Context: an optimization exercise on an open-source flow, tuned for small area, a short achievable clock period and few clock cycles. The choices shown serve that exercise and are no tape-out recipe. Only simulation tests tie the RTL to the original design; equivalence was not proved. Power is estimated from default activity; no workload was simulated.

==> flow/design.v (excerpt) <==
module dbc3_blit (
    input  wire        clk,
    input  wire        rst,
    input  wire        start,
    output wire        ready,
    output reg         done,
    input  wire [23:0] src_addr,
    input  wire [8:0]  blit_x,
    input  wire [8:0]  blit_y,
    input  wire        flip_x,
    input  wire        flip_y,
    input  wire [7:0]  pen,
    input  wire        pen_mode,
    input  wire [9:0]  clip_x,
    input  wire [9:0]  clip_y,
    input  wire [9:0]  clip_width,
    input  wire [9:0]  clip_height,
    input  wire [3:0]  clip_ctrl,
    input  wire [23:0] rom_len,
    output wire [23:0] end_src_addr,
    output wire [8:0]  end_blit_y,
    output reg         anom_oor,
    output reg  [7:0]  anom_unk,
    output wire        rom_req,
    output wire [23:0] rom_addr,
    input  wire        rom_gnt,
    input  wire [7:0]  rom_rdata,
    output wire        pix_valid,
    input  wire        pix_ready,
    output wire [8:0]  pix_x,
    output wire [8:0]  pix_y,
    output wire [7:0]  pix_pen
);
Size in the first run: roughly 1900 cells after synthesis, about 240 flip-flops, about 230 I/O pins, roughly 19000 µm² of cells after synthesis.
Settings: LEC_CHECK=0, CAP_MARGIN=20, CORE_MARGIN=2, CORE_UTILIZATION=40, PLACE_DENSITY=0.6, SETUP_SLACK_MARGIN=4, SLEW_MARGIN=20; clock period 8.0 ns.
standard.sh (not shown) runs the stock make flow with config.mk's settings and CLKGATE_MAP_FILE= SYNTH_SCRIPT=/design/flow/synth_recipe.tcl, a recipe that flattens the netlist after the stock synthesis.
==> flow/flow/run.sh <==
#!/bin/bash
# Layout: the standard flow (standard.sh, which runs ORFS from synthesis
# to the final layout), unchanged except that the port buffers are
# sky130_fd_sc_hd__buf_1 cells instead of the larger delay buffer that
# buffer_ports picks by default. Every port still gets its buffer.
# ORFS writes each step's full output to its own log under orfs/logs/;
# make's own output goes to standard.log.
set -euo pipefail
export BUFFER_PORTS_ARGS="-buffer_cell sky130_fd_sc_hd__buf_1"
bash standard.sh > standard.log 2>&1
The starting point passed the timing, design-rule and antenna checks.
Testbench counts at the start, summed over its fixed seeds: cycles 37,259.
Next try:
CTS_BUF_LIST = sky130_fd_sc_hd__clkbuf_4 sky130_fd_sc_hd__clkbuf_8   (was unset)
PLACE_DENSITY = 0.75   (was 0.6)
SETUP_SLACK_MARGIN = 4.5   (was 4)
TNS_END_PERCENT = 30   (was unset)
After rerunning: Sequential cell count stays the same. Setup slack improves by 82 ps. Combinational power is higher by 16%. Cell area is higher by 5.2%. Sequential share of layout area is lower by 1.6 points. Core utilization is higher by 2.5 points. Synthesized cell count stays the same. Global-route usage is higher by 1.2 points. Total power is higher by 4.3%. Hold slack improves by 23 ps. Non-clock buffer count is higher by 57.
Next try:
==> flow/run.sh (new file) <==
#!/bin/bash
# synth_recipe.tcl (not shown) runs the flow's synth.tcl, then flattens the netlist and writes it again
# the make line also repeats each setting of config.mk as NAME=value (left out here)
make -C /OpenROAD-flow-scripts/flow DESIGN_CONFIG=/design/flow/config.mk WORK_HOME=/design/flow/orfs CLKGATE_MAP_FILE= SYNTH_SCRIPT=/design/flow/synth_recipe.tcl finish
CTS_BUF_LIST = unset   (was sky130_fd_sc_hd__clkbuf_4 sky130_fd_sc_hd__clkbuf_8)
PLACE_DENSITY = 0.6   (was 0.75)
SETUP_SLACK_MARGIN = 4   (was 4.5)
removed: flow/flow/run.sh
removed: flow/standard.sh
Core utilization grows by 0.35 points.
Wire length shrinks by 6.1%.
Total power shrinks by about 1.4%.
Register-to-register slack got worse by 100 ps.
Sequential power stays flat.
Hold slack got worse by 24 ps.
Die area stays the same.
Setup slack got worse by 100 ps.
Critical path depth does not change.
Design area grows by about 0.7%.
Flip-flop and latch count stays the same.

* * *

dbc3_blit again, from the RTL that the note above started with.
clock: 8.0 ns
lec_check: 0
cap_margin: 20
core_margin: 2
core_utilization: 40
cts_buf_list: sky130_fd_sc_hd__clkbuf_4 sky130_fd_sc_hd__clkbuf_8
place_density: 0.6
setup_slack_margin: 4
slew_margin: 20
tns_end_percent: 10
==> flow/flow/run.sh <==
#!/bin/bash
# Layout: the standard flow (standard.sh, which runs ORFS from synthesis
# to the final layout), unchanged except that the port buffers are
# sky130_fd_sc_hd__buf_1 cells instead of the larger delay buffer that
# buffer_ports picks by default. Every port still gets its buffer.
# ORFS writes each step's full output to its own log under orfs/logs/;
# make's own output goes to standard.log.
set -euo pipefail
export BUFFER_PORTS_ARGS="-buffer_cell sky130_fd_sc_hd__buf_1"
bash standard.sh > standard.log 2>&1
Testbench counts at the start, summed over its fixed seeds: cycles 37,259.
Then changed:
==> flow/run.sh (new file) <==
#!/bin/bash
# synth_recipe.tcl (not shown) runs the flow's synth.tcl, then flattens the netlist and writes it again
# the make line also repeats each setting of config.mk as NAME=value (left out here)
make -C /OpenROAD-flow-scripts/flow DESIGN_CONFIG=/design/flow/config.mk WORK_HOME=/design/flow/orfs CLKGATE_MAP_FILE= SYNTH_SCRIPT=/design/flow/synth_recipe.tcl finish
Settings changed: CTS_BUF_LIST sky130_fd_sc_hd__clkbuf_4 sky130_fd_sc_hd__clkbuf_8 to default, TNS_END_PERCENT 10 to default.
removed: flow/flow/run.sh
removed: flow/standard.sh
The new run produced a clean layout.
Maximum frequency drops by 0.33%.
Power rises by 5.8%.
Wire length went up by 6.8%.
Cell count stays flat.
Design area increases by 8.7%.
Then changed:
==> flow/flow/run.sh (new file) <==
#!/bin/bash
# Layout: the standard flow (standard.sh, which runs ORFS from synthesis
# to the final layout), unchanged except that the port buffers are
# sky130_fd_sc_hd__buf_1 cells instead of the larger delay buffer that
# buffer_ports picks by default. Every port still gets its buffer.
# ORFS writes each step's full output to its own log under orfs/logs/;
# make's own output goes to standard.log.
set -euo pipefail
export BUFFER_PORTS_ARGS="-buffer_cell sky130_fd_sc_hd__buf_1"
bash standard.sh > standard.log 2>&1
==> flow/standard.sh (new file) <==
#!/bin/bash
# synth_recipe.tcl (not shown) runs the flow's synth.tcl, then flattens the netlist and writes it again
# the make line also repeats each setting of config.mk as NAME=value (left out here)
make -C /OpenROAD-flow-scripts/flow DESIGN_CONFIG=/design/flow/config.mk WORK_HOME=/design/flow/orfs CLKGATE_MAP_FILE= SYNTH_SCRIPT=/design/flow/synth_recipe.tcl "${@:-finish}"
Settings changed: TNS_END_PERCENT from default to 30.
removed: flow/run.sh
What happened: Count of clock-buffer cells in the layout climbs by 2; combinational power drops by a few percent; power hardly moves; routed wire length drops by a few percent; final cell count drops slightly; setup slack is better by 0.063 ns; first-iteration DRC count climbs by a few percent; cell area drops by a few percent; area after synthesis is unchanged; global-route usage drops by 0.83 points; maximum frequency climbs slightly.
Then changed:
Settings changed: CTS_BUF_LIST from default to sky130_fd_sc_hd__clkbuf_4 sky130_fd_sc_hd__clkbuf_8.
=>
- clock power goes down by about 10%
- global-route usage came out higher by 0.28 points
- total power came out lower by 5.3%
- final area shrinks by 1.4%
- non-clock buffer count drops by 10
- first-iteration DRC count rises by 1.6%
- worst setup slack got worse by 0.033 ns
- synthesized cell count stays the same
Then changed:
Settings changed: PLACE_DENSITY 0.6 to 0.75.
Sequential power barely changes.
Die area is unchanged.
Clock skew went up by 0.019 ns.
Worst setup slack improved by 0.023 ns.
Core utilization rises by 0.54 points.
Final area rose by 1.2%.
Synthesized cell count does not change.
Register-to-register slack gets better by 0.09 ns.
Total power rose by 3.8%.
Wire length increases by about 5%.
Global-route usage rose by 0.27 points.

## re-timing with driven ports
Ports are ideal in the flow. The routed layouts listed here were re-timed in OpenROAD. Step 1 (the two cells are an assumption about what drives the block):
set clk [get_ports {clk}]
set_driving_cell -lib_cell sky130_fd_sc_hd__clkbuf_16 $clk
set_driving_cell -lib_cell sky130_fd_sc_hd__buf_2 [delete_from_list [all_inputs] $clk]
Step 2 moves the port delays by t, midway between the first and last clock arrival at a register: inputs arrive t later, outputs are due t later. That takes back most of the time a late clock gives input paths. Three values: ideal ports, drivers, drivers and shift; two values: the first two.
run | t, ns | setup WS [ns] | clock arrival spread, ns | worst slew at a driven data input, ns
the first run of note 1 | 0.631 | 4.071 / 4.071 / 3.823 | 0.022 / 0.022 | 0.08
the second run of note 1 | 0.680 | 4.153 / 4.100 / 3.903 | 0.041 / 0.040 | 0.07
the third run of note 1 | 0.637 | 4.053 / 4.000 / 3.547 | 0.029 / 0.029 | 0.08
the first run of note 2 | 0.676 | 3.990 / 3.974 / 3.587 | 0.028 / 0.028 | 0.08
the second run of note 2 | 0.641 | 3.977 / 3.977 / 3.609 | 0.018 / 0.019 | 0.08
the third run of note 2 | 0.644 | 4.039 / 4.039 / 3.463 | 0.010 / 0.010 | 0.07
the fourth run of note 2 | 0.677 | 4.006 / 4.003 / 3.584 | 0.027 / 0.027 | 0.08
the fifth run of note 2 | 0.664 | 4.029 / 3.981 / 3.941 | 0.047 / 0.046 | 0.07
After both steps setup and hold are still met in every run listed. For the third run of note 2, which loses most, drivers alone change the setup slack by 0.000 ns; drivers and shift together by -0.576 ns.
